Background: an optimization exercise with open tools, aiming at a short achievable clock period and few clock cycles. Do not read the settings as production practice.
The RTL was checked by simulation tests, not by an equivalence proof against the original design.

==> inputs of branch willow <==
Design wolf_expander, start of the top module:
module wolf_expander (
    input  wire        clk,
    input  wire        rst,           
    input  wire        reg_we,
    input  wire [7:0]  reg_addr,      
    input  wire [31:0] reg_wdata,
    output reg  [31:0] reg_rdata,
    output wire        busy,
    output wire        mem_req,
    output wire        mem_we,
    output wire [15:0] mem_addr,
    output wire [7:0]  mem_wdata,
    input  wire        mem_ready,
    input  wire [7:0]  mem_rdata
);
clock: 8.0 ns
lec_check: 0
cap_margin: 20
core_margin: 2
core_utilization: 60
place_density: 0.72
setup_slack_margin: 3.7
slew_margin: 20
tns_end_percent: 100
run.sh (not shown) runs the stock make flow with config.mk's settings and CLKGATE_MAP_FILE= SYNTH_SCRIPT=/design/flow/synth_recipe.tcl, a recipe that flattens the netlist after the stock synthesis.
==> branch delta (differences from branch willow) <==
--- a/flow/design.v
+++ b/flow/design.v
@@ -19,15 +19,15 @@
     localparam [7:0] ERR_ADDR_RANGE   = 8'h03;
     localparam [7:0] ERR_OVERLAP      = 8'h04;
     localparam [7:0] ERR_TRUNC        = 8'h05;
     localparam [7:0] ERR_LEN_MISMATCH = 8'h06;
     localparam [7:0] ERR_COUNT_OVERRUN= 8'h07;
     localparam [7:0] ERR_SRC_RANGE    = 8'h08;
     localparam [7:0] ERR_OUT_OVERFLOW = 8'h09;
-    localparam integer WK = 8;
+    localparam integer WK = 7;
     localparam integer WB = 1 << (WK + 1);    
     localparam integer FN = 12;               
     localparam [2:0] T_PFX   = 3'd0,
                      T_LIT   = 3'd1,          
                      T_ESC   = 3'd2,
                      T_NEAR  = 3'd3,
                      T_FAR   = 3'd4,
@@ -93,23 +93,23 @@
     reg [16:0] dip;                
     reg        dec_fin;
     reg [7:0]  dec_code;
     reg        nc_valid;
     reg [1:0]  nc_kind;
     reg [7:0]  nc_lo, nc_hi;
     reg [16:0] nc_left;
-    reg [WK-1:0] nc_dm1;           
+    reg [WK:0] nc_sel;
     reg [15:0] nc_raddr;
     reg [16:0] nc_ip;
     reg        cur_more;
     reg [1:0]  cur_kind;
     reg [7:0]  cur_lo, cur_hi;
     reg        cur_ph;
     reg [16:0] cur_left;
-    reg [WK-1:0] cur_dm1;
+    reg [WK:0] cur_sel;
     reg [15:0] cp_addr;
     reg [1:0]  mph;
     reg [16:0] cur_ip;
     reg [7:0]  cbuf;
     reg        p_valid, p_we;
     reg [15:0] p_addr;
     reg [7:0]  p_wdata;
@@ -133,32 +133,14 @@
     wire        near_bad  = (tb2 == 8'd0) || (d2x > op_proj);
     wire [17:0] i2x       = {1'b0, tb3, tb2, 1'b0};
     wire        far_bad   = i2x >= op_proj;
     wire        near_win  = (tb2 >> WK) == 8'd0;
     wire [15:0] run_c     = {tb3, tb2};
     wire [17:0] lo2       = {9'd0, tb0, 1'b0};
     wire [17:0] c2        = {1'b0, run_c, 1'b0};
-    wire        t_lit     = (tok_kind == T_LIT);
-    wire        t_esc     = (tok_kind == T_ESC);
-    wire        t_near    = (tok_kind == T_NEAR);
-    wire        t_far     = (tok_kind == T_FAR);
-    wire        t_run     = (tok_kind == T_RUN);
-    wire        t_trunc   = (tok_kind == T_TRUNC);
-    wire        t_copy    = t_near | t_far;
-    wire [17:0] t_add     = t_copy ? lo2 : t_run ? c2 : 18'd2;
-    wire [14:0] t_sub     = t_copy ? {7'd0, tb0} : 15'd1;
-    wire [1:0]  t_nk      = t_copy ? ((t_near & near_win) ? K_WCOPY : K_MCOPY) : K_PAIR;
-    wire [16:0] t_nleft   = t_run ? {run_c, 1'b1} - 17'd2 :
-                            t_copy ? ((t_near & near_win) ? {tb0, 1'b1} - 17'd2 : lo2[16:0]) :
-                            17'd1;
-    wire        t_cnt_bad = t_copy & cnt_over;
-    wire        t_rng_bad = (t_near & near_bad) | (t_far & far_bad);
-    wire        t_err     = t_trunc | t_cnt_bad | t_rng_bad;
-    wire [7:0]  t_code    = t_trunc ? ERR_TRUNC : t_cnt_bad ? ERR_COUNT_OVERRUN : ERR_SRC_RANGE;
-    wire        t_ok      = ~t_err & (t_lit | t_esc | t_copy | (t_run & (run_c != 16'd0)));
     reg  [2:0] need;
     reg  [2:0] pkind;
     reg        d1_ok;
     always @(*) begin
         if (!pfx_seen) begin
             need = 3'd2; pkind = T_PFX;  d1_ok = fth[1];
         end else if (is_rlew) begin
@@ -195,23 +177,23 @@
         nx_we    = 1'b0;
         nx_wd    = rv_cp ? mem_rdata : cbuf;
         take_nc  = 1'b0;
         if (cur_more) begin
             nx_valid = 1'b1;
             case (cur_kind)
                 K_PAIR:  begin nx_we = 1'b1; nx_wd = cur_ph ? cur_hi : cur_lo; end
-                K_WCOPY: begin nx_we = 1'b1; nx_wd = win[(cur_dm1*16 + 8) +: 8]; end
+                K_WCOPY: begin nx_we = 1'b1; nx_wd = win[cur_sel*8 +: 8]; end
                 default: begin nx_we = mph[1]; end
             endcase
         end else if (nc_valid) begin
             nx_valid = 1'b1;
             take_nc  = 1'b1;
             case (nc_kind)
                 K_PAIR:  begin nx_we = 1'b1; nx_wd = nc_lo; end
-                K_WCOPY: begin nx_we = 1'b1; nx_wd = win[(nc_dm1*16 + 8) +: 8]; end
+                K_WCOPY: begin nx_we = 1'b1; nx_wd = win[nc_sel*8 +: 8]; end
                 default: begin nx_we = 1'b0; end
             endcase
         end
     end
     wire nx_write = nx_valid & nx_we;
     wire emit_ovf = run & adv & nx_write & ~cap_nz;
     wire em_load  = run & adv & ~emit_ovf;
@@ -277,14 +259,16 @@
                             st_err    <= 1'b0;
                             st_ign    <= 1'b0;
                             r_errcode <= ERR_NONE;
                             r_inpos   <= 17'd0;
                             r_outlen  <= 17'd0;
                             r_size    <= 16'd0;
                             chk       <= 1'b1;
+                            src_end   <= {1'b0, r_src_base} + {1'b0, r_src_len};
+                            dst_end   <= {1'b0, r_dst_base} + {1'b0, r_dst_cap};
                             pf_addr   <= r_src_base[15:0];
                             pf_rem    <= r_src_len[16:0];
                             pf_nz     <= r_src_len[16:0] != 17'd0;
                             fcnt      <= 4'd0;
                             fth       <= {FN{1'b0}};
                             pfx_seen  <= 1'b0;
                             tok_valid <= 1'b0;
@@ -307,16 +291,14 @@
                         6'h06: r_dst_base <= reg_wdata;
                         6'h07: r_dst_cap  <= reg_wdata;
                         6'h08: r_tag      <= reg_wdata[15:0];
                         default: ;
                     endcase
                 end
             end
-            src_end <= {1'b0, r_src_base} + {1'b0, r_src_len};
-            dst_end <= {1'b0, r_dst_base} + {1'b0, r_dst_cap};
             if (chk) begin
                 chk       <= 1'b0;
                 chk2      <= 1'b1;
                 is_rlew   <= (r_cmd == 32'h2);
                 v_bad_cmd <= !((r_cmd == 32'h1) || (r_cmd == 32'h2));
                 v_oor     <= (src_end > 33'h10000) || (dst_end > 33'h10000);
                 v_overlap <= (r_src_len != 32'd0) && (r_dst_cap != 32'd0) &&
@@ -384,31 +366,78 @@
                     end else begin
                         pfx_done <= 1'b1;
                         r_size   <= {tb1, tb0};
                         rem      <= {tb1, tb0[7:1]};
                         dip      <= 17'd2;
                     end
                 end else begin
-                    dip      <= dip + {14'd0, tok_len};
-                    nc_ip    <= dip + {14'd0, tok_len};
-                    op_proj  <= op_proj + t_add;
-                    dpa      <= dpa + t_add[15:0];
-                    rem      <= rem - t_sub;
-                    nc_kind  <= t_nk;
-                    nc_lo    <= t_run ? tb4 : t_esc ? tb2 : tb0;
-                    nc_hi    <= t_run ? tb5 : tb1;
-                    nc_left  <= t_nleft;
-                    nc_dm1   <= tb2[WK-1:0] - {{(WK-1){1'b0}}, 1'b1};
-                    nc_raddr <= t_far ? (r_dst_base[15:0] + {tb3[6:0], tb2, 1'b0})
-                                      : (dpa - {7'd0, tb2, 1'b0});
-                    nc_valid <= t_ok;
-                    if (t_err) begin
-                        dec_fin  <= 1'b1;
-                        dec_code <= t_code;
-                    end
+                    dip   <= dip + {14'd0, tok_len};
+                    nc_ip <= dip + {14'd0, tok_len};
+                    case (tok_kind)
+                        T_LIT, T_ESC: begin
+                            nc_valid <= 1'b1;
+                            nc_kind  <= K_PAIR;
+                            nc_lo    <= (tok_kind == T_ESC) ? tb2 : tb0;
+                            nc_hi    <= tb1;
+                            nc_left  <= 17'd1;
+                            rem      <= rem - 15'd1;
+                            op_proj  <= op_proj + 18'd2;
+                            dpa      <= dpa + 16'd2;
+                        end
+                        T_NEAR: begin
+                            if (cnt_over) begin
+                                dec_fin  <= 1'b1;
+                                dec_code <= ERR_COUNT_OVERRUN;
+                            end else if (near_bad) begin
+                                dec_fin  <= 1'b1;
+                                dec_code <= ERR_SRC_RANGE;
+                            end else begin
+                                nc_valid <= 1'b1;
+                                nc_kind  <= near_win ? K_WCOPY : K_MCOPY;
+                                nc_sel   <= {tb2[WK-1:0], 1'b0} - {{WK{1'b0}}, 1'b1};
+                                nc_raddr <= dpa - {7'd0, tb2, 1'b0};
+                                nc_left  <= near_win ? (lo2[16:0] - 17'd1) : lo2[16:0];
+                                rem      <= rem - {7'd0, tb0};
+                                op_proj  <= op_proj + lo2;
+                                dpa      <= dpa + lo2[15:0];
+                            end
+                        end
+                        T_FAR: begin
+                            if (cnt_over) begin
+                                dec_fin  <= 1'b1;
+                                dec_code <= ERR_COUNT_OVERRUN;
+                            end else if (far_bad) begin
+                                dec_fin  <= 1'b1;
+                                dec_code <= ERR_SRC_RANGE;
+                            end else begin
+                                nc_valid <= 1'b1;
+                                nc_kind  <= K_MCOPY;
+                                nc_raddr <= r_dst_base[15:0] + {tb3[6:0], tb2, 1'b0};
+                                nc_left  <= lo2[16:0];
+                                rem      <= rem - {7'd0, tb0};
+                                op_proj  <= op_proj + lo2;
+                                dpa      <= dpa + lo2[15:0];
+                            end
+                        end
+                        T_RUN: begin
+                            if (run_c != 16'd0) begin
+                                nc_valid <= 1'b1;
+                                nc_kind  <= K_PAIR;
+                                nc_lo    <= tb4;
+                                nc_hi    <= tb5;
+                                nc_left  <= c2[16:0] - 17'd1;
+                                op_proj  <= op_proj + c2;
+                                dpa      <= dpa + c2[15:0];
+                            end
+                        end
+                        default: begin       
+                            dec_fin  <= 1'b1;
+                            dec_code <= ERR_TRUNC;
+                        end
+                    endcase
                 end
             end
             if (rv_cp) cbuf <= mem_rdata;
             if (run) op_done <= op_done_nx;
             if (em_load) begin
                 p_valid <= nx_valid;
                 p_we    <= nx_we;
@@ -423,15 +452,15 @@
                 if (take_nc) begin
                     nc_valid <= 1'b0;
                     cur_more <= 1'b1;
                     cur_kind <= nc_kind;
                     cur_lo   <= nc_lo;
                     cur_hi   <= nc_hi;
                     cur_ph   <= 1'b1;
-                    cur_dm1  <= nc_dm1;
+                    cur_sel  <= nc_sel;
                     cur_ip   <= nc_ip;
                     cur_left <= nc_left;
                     cp_addr  <= nc_raddr + 16'd1;
                     mph      <= 2'd1;
                 end else if (cur_more) begin
                     case (cur_kind)
                         K_PAIR: begin
==> flow/config.mk (replaced) <==
export PLATFORM = sky130hd
export DESIGN_NAME = wolf_expander
export DESIGN_NICKNAME = wolf_expander
export VERILOG_FILES = /design/flow/design.v
export SDC_FILE = /design/flow/constraint.sdc
export NUM_CORES = 4
export LEC_CHECK = 0
export ABC_CLOCK_PERIOD_IN_PS = 4000
export CAP_MARGIN = 20
export CORE_MARGIN = 2
export CORE_UTILIZATION = 40
export PLACE_DENSITY = 0.6
export SETUP_SLACK_MARGIN = 3.5
export SLEW_MARGIN = 20
export TNS_END_PERCENT = 100
==> qor summary <==
metric                                                       branch delta              branch willow
Status                                           timing/DRC/antenna clean   timing/DRC/antenna clean
Area of the core                                             323,500 um^2               342,700 um^2
Crit-path slowest cell                             sky130_fd_sc_hd__or4_4  sky130_fd_sc_hd__a222oi_1
Number of tapcells                                                  4,325                      4,557
Launch point of the worst path                                reg_addr[6]                reg_addr[4]
Buffers and inverters on the worst path                                 4                          5
Pre-CTS setup slack                                              1.579 ns                   1.722 ns
Flip-flop and latch share of the layout cell area                  56.48%                     62.78%
CP endpoint                                                 reg_rdata[30]              reg_rdata[13]
Starting utilization of the core area                              40.14%                     60.23%
Mapped Avg Cell Area                                           14.65 um^2                 17.42 um^2
Maximum clock frequency                                         204.1 MHz                  206.3 MHz
Placed instance area                                         136,600 um^2               213,300 um^2
Rel. slew slack                                                    19.21%                     23.01%
Fraction of the cycle the final worst path needs                   61.23%                     60.58%
Setup slack, reg-to-reg                                           3.55 ns                    3.62 ns
CTS buffer count                                                      318                        482
Data arrival time of the critical path                            3.30 ns                    3.25 ns
Testbench counts of branch willow, summed over its fixed seeds: cycles 725,051.
Testbench counts of branch delta, summed over its fixed seeds: cycles 740,365.

re-timing with driven ports:
In the flow no input, the clock included, has a driving cell. The finished layouts below were timed again as built, in two steps. Step 1, drivers: a clkbuf_16 drives clk and a buf_2 each remaining input, both assumed. Step 2 adds t to the input delays and takes it off the output delays; t is the mean of the earliest and latest rising clock arrival at the registers after step 1. Input paths then give back, and output paths get back, about the clock's delay inside the block. Three values: ideal, step 1, step 2; two values: the first two.
run | shift t [ns] | setup WS [ns] | hold slack, ns | clock arrival spread, ns | worst data-port slew with drivers (ns)
branch willow | 1.109 | 3.153 / 3.114 / 2.799 | 0.388 / 0.388 / 0.388 | 0.072 / 0.072 | 0.06
branch delta | 0.992 | 3.102 / 2.983 / 2.844 | 0.329 / 0.329 / 0.329 | 0.101 / 0.101 | 0.20
After both steps setup and hold are still met in every run listed. The setup slack of branch willow, which loses most, moves by -0.039 ns with the drivers and by -0.354 ns with both steps.
